Source: an optimization exercise on an open RTL-to-GDS flow (aim: small area). Production flows keep margins and buffers that such runs may drop.
Only simulation tests tie the RTL to the original design; equivalence was not proved.
Power figures rest on the tool's default switching activity, not on a simulated workload.

==> v22: inputs <==
==> flow/design.v <==
module thermo8_cts (
    input  wire        clk,
    input  wire        rst,
    input  wire        cmd_valid,
    output wire        cmd_ready,
    input  wire [31:0] cmd_word,
    input  wire [31:0] cmd_x,
    output reg         rsp_valid,
    output wire [31:0] rsp_res,
    output wire [2:0]  rsp_err,
    output wire [7:0]  rsp_err_info,
    input  wire        alert_in,
    output wire        bus_req_valid,
    output reg  [2:0]  bus_req_kind,
    output reg  [7:0]  bus_req_byte,
    output wire        bus_req_ack,
    input  wire        bus_rsp_valid,
    input  wire [1:0]  bus_rsp_code,
    input  wire [7:0]  bus_rsp_data,
    output wire        settle_start,
    input  wire        settle_done
);
    localparam [2:0] K_START   = 3'd0,
                     K_RESTART = 3'd1,
                     K_STOP    = 3'd2,
                     K_WR      = 3'd3,
                     K_RD      = 3'd4;
    reg        run;        
    reg [2:0]  err;        
    reg [2:0]  fi;         
    reg        tn;         
    reg        rd;         
    reg        rmw;        
    reg        dec;        
    reg [2:0]  rg;         
    reg [15:0] v;          
    reg [6:0]  sla;
    reg [2:0]  stat;
    reg        stat_v;
    wire sphase = tn && fi[2] && fi[1];
    assign cmd_ready     = !run;
    assign bus_req_valid = run && !sphase;
    assign settle_start  = run && sphase && !fi[0];
    wire [7:0]  op = cmd_word[7:0];
    wire [7:0]  fa = cmd_word[15:8];
    wire [15:0] fd = cmd_word[31:16];
    wire a0   = (fa == 8'd0);
    wire d0   = (fd == 16'd0);
    wire hi0  = (op[7:6] == 2'b00);
    wire grp0 = hi0 && (op[5:4] == 2'b00);
    wire grp1 = hi0 && (op[5:4] == 2'b01);
    wire grp2 = hi0 && (op[5:4] == 2'b10);
    wire [3:0] lo = op[3:0];
    wire zA72  = (fa[7:2] == 6'd0);
    wire zA    = zA72 && (fa[1:0] == 2'd0);
    wire zD158 = (fd[15:8] == 8'd0);
    wire zD157 = zD158 && !fd[7];
    wire zD153 = zD157 && (fd[6:3] == 4'd0);
    wire zD152 = zD153 && !fd[2];
    wire zD    = zD152 && (fd[1:0] == 2'd0);
    wire g0v   = grp0 && (lo == 4'h1 || lo == 4'h2 || lo == 4'h3);
    wire g1v   = grp1 && (lo[3:2] == 2'b00);
    wire g2v   = grp2 && (lo != 4'hF);
    wire lim   = grp2 && (lo == 4'h3);
    wire d_ok  = (grp0 && lo[1:0] != 2'd3) || (grp1 && lo[1:0] == 2'd0) ||
                 (grp1 && lo[1:0] == 2'd1 && zD158) ||
                 (grp2 && lo == 4'h0 && zD157) ||
                 (grp2 && lo == 4'h2 && zD152) ||
                 (grp2 && lo == 4'h4 && zD153) || zD;
    wire a_ok  = grp1 ? 1'b1 : lim ? (zA72 && fa[1:0] != 2'd3) : zA;
    wire legal = (g0v || g1v || g2v) && a_ok && d_ok;
    wire width_bad = op[4] &&
                     (lo[0] ? (fa != 8'h08) : ((fa[7:3] != 5'd0) || (fa[2:0] == 3'd0)));
    wire c_status = !op[5] && !op[4] && (lo == 4'h2);
    wire c_enc    = !op[4] && (lo == 4'h3);
    wire c_init   = op[5] && (lo == 4'h0);
    wire c_alert  = op[5] && (lo == 4'h4);
    wire c_pin    = op[5] && (lo == 4'h5);
    wire c_stat   = op[5] && (lo == 4'h6);
    wire c_rmw    = op[5] && (lo >= 4'h7) && (lo <= 4'hC);
    wire c_bus    = op[4] || (op[5] && (lo != 4'h0) && (lo != 4'h5) && (lo != 4'h6));
    wire [15:0] xm  = cmd_x[27:12];
    wire        xc  = cmd_x[31] && (cmd_x[11:0] != 12'd0);    
    wire [1:0]  xn  = xm[1:0] + {1'b0, xc};
    wire        xk  = xm[1] && (xm[0] || xc);
    wire [15:0] enc = {xm[15:2] + {13'd0, xk},
                       (xn == 2'd1) ? 2'd2 : (xn == 2'd2) ? 2'd3 : 2'd0};
    wire ok_acc = legal && !width_bad;
    wire m_hi = ok_acc && !c_status;             
    wire m_lo = ok_acc && !(c_status || c_init);  
    wire g_enc    = ok_acc && c_enc;
    wire g_status = ok_acc && c_status;
    wire g_alert  = ok_acc && c_alert;
    wire g_stat   = ok_acc && c_stat;
    wire g_pin    = ok_acc && c_pin;
    wire [15:0] v_acc =
        ({16{g_enc}} & enc) |
        {fd[15:7] & {9{m_hi}},
         fd[6:2] & {5{m_lo}}, fd[1] & m_lo & !c_alert, fd[0] & m_lo} |
        {13'd0, {3{g_status}} & fd[15:13]} |
        {5'd0, {2{g_alert}} & fd[1:0], 4'd0, g_alert, g_alert, 2'd0, g_alert} |
        {12'd0, g_stat & stat_v, {3{g_stat}} & stat} |
        {15'd0, g_pin & alert_in};
    reg [2:0] rg_acc;
    always @(*) begin
        if (op[4])
            rg_acc = fa[2:0];
        else begin
            case (lo)
                4'h1:    rg_acc = 3'd5;
                4'h3:    rg_acc = {fa[1], !fa[1], fa[0]};
                4'h4:    rg_acc = 3'd1;
                4'hD:    rg_acc = 3'd6;
                4'hE:    rg_acc = 3'd7;
                4'h2:    rg_acc = 3'd0;
                default: rg_acc = lo[2:0];
            endcase
        end
    end
    wire rd_acc  = op[4] ? lo[1] : (lo[3] || (lo[2:0] == 3'd1));
    wire dec_acc = !op[4] && (lo == 4'h1);
    wire is8   = !rmw && (rg == 3'd0);
    wire fr    = rmw ? !tn : rd;                   
    wire abort = (err != 3'd0);                    
    wire last  = fr ? (is8 ? (fi == 3'd6) : (fi == 3'd7))
                    : (is8 ? (fi == 3'd4) : (fi == 3'd5));
    wire [7:0] addr = is8 ? 8'h08 : rmw ? 8'h01 : {5'd0, rg};
    always @(*) begin
        bus_req_kind = K_STOP;
        bus_req_byte = v[7:0];
        if (!abort) begin
            case (fi)
                3'd0: bus_req_kind = K_START;
                3'd1: begin bus_req_kind = K_WR; bus_req_byte = {sla, 1'b0}; end
                3'd2: begin bus_req_kind = K_WR; bus_req_byte = addr; end
                3'd3: begin
                    bus_req_kind = fr ? K_RESTART : K_WR;
                    bus_req_byte = is8 ? v[7:0] : v[15:8];
                end
                3'd4: begin
                    bus_req_kind = (fr || !is8) ? K_WR : K_STOP;
                    bus_req_byte = fr ? {sla, 1'b1} : v[7:0];
                end
                3'd5: bus_req_kind = fr ? K_RD : K_STOP;
                3'd6: bus_req_kind = (fr && !is8) ? K_RD : K_STOP;
                default: bus_req_kind = K_STOP;
            endcase
        end
    end
    assign bus_req_ack = !is8 && !fi[1];
    wire is_wr  = (bus_req_kind == K_WR);
    wire is_rdk = (bus_req_kind == K_RD);
    wire fail   = bus_rsp_code[1] || (bus_rsp_code[0] && is_wr);
    wire m8 = (rg == 3'd7) || (rg == 3'd0);
    wire m7 = (rg == 3'd1) || (rg == 3'd2);
    wire m6 = (rg == 3'd3) || (rg == 3'd4);
    wire ms = rg[0];
    wire [11:0] lower;
    assign lower[0] = 1'b0;
    genvar gi;
    generate
        for (gi = 1; gi < 12; gi = gi + 1) begin : g_neg
            assign lower[gi] = lower[gi-1] | v[gi-1];
        end
    endgenerate
    wire        s_neg = v[12];
    wire [12:0] mag = {s_neg & !(lower[11] | v[11]), v[11:0] ^ ({12{s_neg}} & lower)};
    wire [18:0] res = dec ? {v[15:13], 2'b00, v[12], mag} : {3'd0, v};
    assign rsp_res      = {13'd0, res};
    assign rsp_err      = err;
    assign rsp_err_info = {3'b000, tn, 1'b0, fi};
    always @(posedge clk) begin
        rsp_valid    <= 1'b0;
        if (rst) begin
            run    <= 1'b0;
            sla    <= 7'h18;
            stat   <= 3'd0;
            stat_v <= 1'b0;
        end else if (run && sphase) begin
            if (!fi[0]) begin
                fi <= 3'd7;
            end else if (settle_done) begin
                run       <= 1'b0;
                rsp_valid <= 1'b1;
                fi        <= 3'd0;
                tn        <= 1'b0;
            end
        end else if (run) begin
            if (bus_rsp_valid) begin
                if (abort) begin
                    run       <= 1'b0;
                    rsp_valid <= 1'b1;
                end else if (fail) begin
                    err <= bus_rsp_code[1] ? 3'd2 : 3'd1;
                    v   <= 16'd0;
                    if (last) begin
                        run       <= 1'b0;
                        rsp_valid <= 1'b1;
                    end
                end else begin
                    if (is_rdk)
                        v <= {v[7:0], bus_rsp_data};
                    if (!last) begin
                        fi <= fi + 3'd1;
                    end else begin
                        fi <= 3'd0;
                        tn <= rmw && !tn;
                        if (rmw && !tn) begin
                            if (m8) v[8] <= ms;
                            if (m7) v[7] <= ms;
                            if (m6) v[6] <= ms;
                        end else if (rmw && m8) begin
                            fi <= 3'd6;
                            tn <= 1'b1;
                        end else begin
                            run       <= 1'b0;
                            rsp_valid <= 1'b1;
                            if (dec) begin
                                stat   <= v[15:13];
                                stat_v <= 1'b1;
                            end
                        end
                    end
                end
            end
        end else if (cmd_valid) begin
            err <= !legal ? 3'd4 : width_bad ? 3'd3 : 3'd0;
            fi  <= 3'd0;
            tn  <= 1'b0;
            rd  <= rd_acc;
            rmw <= c_rmw;
            dec <= dec_acc;
            rg  <= rg_acc;
            v   <= v_acc;
            if (legal && c_init)
                sla <= fd[6:0];
            if (legal && !width_bad && c_bus)
                run <= 1'b1;
            else
                rsp_valid <= 1'b1;
        end
    end
endmodule
==> flow/flow/run.sh <==
#!/bin/bash
# The standard layout with these changes:
#  - synthesis maps the logic with area-oriented ABC scripts (flow/area*.abc,
#    the same script with six random seeds; the smallest mapping is kept) and
#    without the adder cell mapping; the flip-flops are mapped as the standard
#    synthesis maps them (same cells, same names);
#  - the port buffers use the smallest buffer cell;
#  - the constant outputs share one tie cell;
#  - clock tree synthesis adds no dummy loads and uses clkbuf_4 cells.
set -euo pipefail
here=$PWD
export BUFFER_PORTS_ARGS="-buffer_cell sky130_fd_sc_hd__buf_1"
export SKIP_REPAIR_TIE_FANOUT=1
export CTS_ARGS="-sink_clustering_enable -repair_clock_nets -dont_use_dummy_load -root_buf sky130_fd_sc_hd__clkbuf_4 -buf_list sky130_fd_sc_hd__clkbuf_4"
export MY_ABC_SCRIPTS="$here/flow/area1.abc $here/flow/area2.abc $here/flow/area3.abc $here/flow/area4.abc $here/flow/area5.abc $here/flow/area6.abc"
sed -e "s#SYNTH_SCRIPT=[^ ]*#SYNTH_SCRIPT=$here/flow/synth.tcl ADDER_MAP_FILE=#" standard.sh > own_standard.sh
bash own_standard.sh synth > synth.log 2>&1
bash standard.sh finish > finish.log 2>&1
==> flow/flow/area1.abc <==
strash
&get -n
&deepsyn -T 25 -S 1
&nf -a -R 1000
&put
==> flow/flow/area2.abc <==
strash
&get -n
&deepsyn -T 25 -S 2
&nf -a -R 1000
&put
==> flow/flow/area3.abc <==
strash
&get -n
&deepsyn -T 25 -S 3
&nf -a -R 1000
&put
==> flow/flow/area4.abc <==
strash
&get -n
&deepsyn -T 25 -S 4
&nf -a -R 1000
&put
==> flow/flow/area5.abc <==
strash
&get -n
&deepsyn -T 25 -S 5
&nf -a -R 1000
&put
==> flow/flow/area6.abc <==
strash
&get -n
&deepsyn -T 25 -S 6
&nf -a -R 1000
&put
==> flow/flow/synth.tcl <==
proc synth {args} { yosys synth -nofsm -noshare {*}$args }
# Map the logic several times, each with an ABC script of its own
# (MY_ABC_SCRIPTS), and keep the mapping with the least cell area. The
# flip-flops are mapped before this step and are not touched by it.
proc abc {args} {
  set i [lsearch -exact $args -script]
  set lib [lindex $args [expr {[lsearch -exact $args -liberty] + 1}]]
  set best_area 1e18
  set best ""
  yosys design -save pre_abc
  foreach script $::env(MY_ABC_SCRIPTS) {
    yosys design -load pre_abc
    if {$i >= 0} { set run_args [lreplace $args $i [expr {$i + 1}] -script $script] } else { set run_args [concat $args [list -script $script]] }
    yosys abc {*}$run_args
    set report [tee -q -s result.string stat -liberty $lib]
    regexp {Chip area for module[^:]*:\s*([0-9.]+)} $report -> area
    puts "abc script $script: cell area $area"
    if {$area < $best_area} {
      set best_area $area
      set best $script
      yosys design -save best_abc
    }
  }
  puts "kept the mapping of $best: cell area $best_area"
  yosys design -load best_abc
}
source $::env(SCRIPTS_DIR)/synth.tcl
# left out here: clear keep_hierarchy, flatten, clean up, hide names made inside functions, write 1_2_yosys.v
==> flow/standard.sh <==
#!/bin/bash
# synth_recipe.tcl (not shown) runs the flow's synth.tcl, then flattens the netlist and writes it again
# the make line also repeats each setting of config.mk as NAME=value (left out here)
make -C /OpenROAD-flow-scripts/flow DESIGN_CONFIG=/design/flow/config.mk WORK_HOME=/design/flow/orfs CLKGATE_MAP_FILE= SYNTH_SCRIPT=/design/flow/synth_recipe.tcl "${@:-finish}"
==> flow/config.mk <==
export PLATFORM = sky130hd
export DESIGN_NAME = thermo8_cts
export DESIGN_NICKNAME = thermo8_cts
export VERILOG_FILES = /design/flow/design.v
export SDC_FILE = /design/flow/constraint.sdc
export NUM_CORES = 4
export LEC_CHECK = 0
export ABC_AREA = 1
export CAP_MARGIN = 20
export CORE_MARGIN = 2
export CORE_UTILIZATION = 65
export PLACE_DENSITY = 0.8
export SLEW_MARGIN = 20
==> flow/constraint.sdc <==
create_clock -name core_clock -period 10.0 [get_ports {clk}]
set_input_delay 2.0000 -clock core_clock [delete_from_list [all_inputs] [get_ports {clk}]]
set_output_delay 2.0000 -clock core_clock [all_outputs]
set_load 0.01 [all_outputs]
==> inputs of v11, as changes to v22 <==
Settings changed: CAP_MARGIN 20 to 0, CORE_UTILIZATION 65 to 80, PLACE_DENSITY 0.8 to 0.9, SLEW_MARGIN 20 to 0.
==> inputs of v9, as changes to v22 <==
==> flow/flow/run.sh (replaced) <==
#!/bin/bash
# The standard layout with these changes:
#  - synthesis maps the logic with area-oriented ABC scripts (flow/area*.abc,
#    the same script with four random seeds; the smallest mapping is kept) and
#    without the adder cell mapping; the flip-flops are mapped as the standard
#    synthesis maps them (same cells, same names);
#  - the port buffers use the smallest buffer cell;
#  - the constant outputs share one tie cell;
#  - clock tree synthesis adds no dummy loads.
set -euo pipefail
here=$PWD
export BUFFER_PORTS_ARGS="-buffer_cell sky130_fd_sc_hd__buf_1"
export SKIP_REPAIR_TIE_FANOUT=1
export CTS_ARGS="-sink_clustering_enable -repair_clock_nets -dont_use_dummy_load"
export MY_ABC_SCRIPTS="$here/flow/area1.abc $here/flow/area2.abc $here/flow/area3.abc $here/flow/area4.abc"
sed -e "s#SYNTH_SCRIPT=[^ ]*#SYNTH_SCRIPT=$here/flow/synth.tcl ADDER_MAP_FILE=#" standard.sh > own_standard.sh
bash own_standard.sh synth > synth.log 2>&1
bash standard.sh finish > finish.log 2>&1
==> flow/flow/area1.abc (replaced) <==
strash
&get -n
&deepsyn -T 20 -S 1
&nf -a -R 1000
&put
==> flow/flow/area2.abc (replaced) <==
strash
&get -n
&deepsyn -T 20 -S 2
&nf -a -R 1000
&put
==> flow/flow/area3.abc (replaced) <==
strash
&get -n
&deepsyn -T 20 -S 3
&nf -a -R 1000
&put
==> flow/flow/area4.abc (replaced) <==
strash
&get -n
&deepsyn -T 20 -S 4
&nf -a -R 1000
&put
Settings changed: CORE_UTILIZATION 65 to 40, PLACE_DENSITY 0.8 to 0.6.
removed: flow/flow/area5.abc
removed: flow/flow/area6.abc
==> summary of the runs <==
- v22 went through all stages and came out clean. v11 did not get past 3_3_place_gp. v9 produced a clean layout.
- Of v9 and v22, v9 has the higher non-clock buffer count (gap 1).
- Of v9 and v22, v9 has the higher power (gap about 8%, measured against v22).
- Against v9, the global-route usage of v22 is higher by 12 points.
- Of v9 and v22, v9 has the higher register-to-register slack (gap 0.05 ns).
- Against v22, the final cell count of v9 is larger by about 9%.
- In count of clock-buffer cells in the layout, v9 and v22 do not differ.
- Maximum frequency: v9 is smaller than v22 (4.3%).
- Of v22 and v9, v22 has the higher sequential share of layout area (gap 0.90 points).
- In v9 the combinational power is larger than in v22, by about 0.9%.
==> figures <==
                                                                              v11                        v22                         v9
Most Crowded Layer GR                                                           -                       met2                       met2
CTS Root Buffer Type                                                            -  sky130_fd_sc_hd__clkbuf_4  sky130_fd_sc_hd__clkbuf_8
WL met2                                                                         -                    4270 um                    4490 um
P_int                                                                           -                   0.243 mW                   0.265 mW
Met2 capacity usage during global routing                                       -                      55.3%                      35.3%
Antenna violations before repair                                                -                          0                          0
First-pass GRT wire length                                                      -                  14,500 um                  15,300 um
Resized cells post-CTS                                                          -                          0                          0
Leakage power of the design                                                     -                    1.16 nW                    1.18 nW
Buffer count excluding the clock tree in the final layout                       -                        119                        120
Type of the worst setup path                                                    -     input pin to flip-flop     input pin to flip-flop
Setup slack, reg-to-reg                                                         -                    6.36 ns                    6.41 ns
Starting density of the core                                                84.3%                      66.7%                      41.0%
Wire length per cell                                                            -                    17.2 um                    17.0 um
Run status                                                 stopped before the end   timing/DRC/antenna clean   timing/DRC/antenna clean
Stage where the flow stopped                                         3_3_place_gp                          -                          -
TritonCTS clock tree                                                            -                       done                       done
Worst-case setup slack after placement                                          -                    4.57 ns                    4.32 ns
Worst Hold End                                                                  -        stat_v$_SDFFE_PP0P_        stat_v$_SDFFE_PP0P_
Layout sequential cell count                                                    -                         42                         42

## what the ideal ports hide
The flow's constraints put no driver on any port. The routed layouts listed below were extracted and timed again, unchanged, in two steps. Step 1 (the two cells are an assumption about what drives the block):
set clk [get_ports {clk}]
set_driving_cell -lib_cell sky130_fd_sc_hd__clkbuf_16 $clk
set_driving_cell -lib_cell sky130_fd_sc_hd__buf_2 [delete_from_list [all_inputs] $clk]
Step 2 moves the port delays by t, midway between the first and last clock arrival at a register: inputs arrive t later, outputs are due t later. That takes back most of the time a late clock gives input paths. a / b / c = ideal / step 1 / step 2; a / b = the first two.
run	shift t [ns]	slack for setup (ns)	hold slack, ns	latest minus earliest clock arrival (ns)
v22	0.367	4.850 / 4.826 / 4.485	0.459 / 0.459 / 0.459	0.022 / 0.021
v9	0.318	4.618 / 4.624 / 4.306	0.447 / 0.447 / 0.447	0.017 / 0.016
After both steps setup and hold are still met in every run listed. The setup slack of v22, which loses most, moves by -0.024 ns with the drivers and by -0.365 ns with both steps.
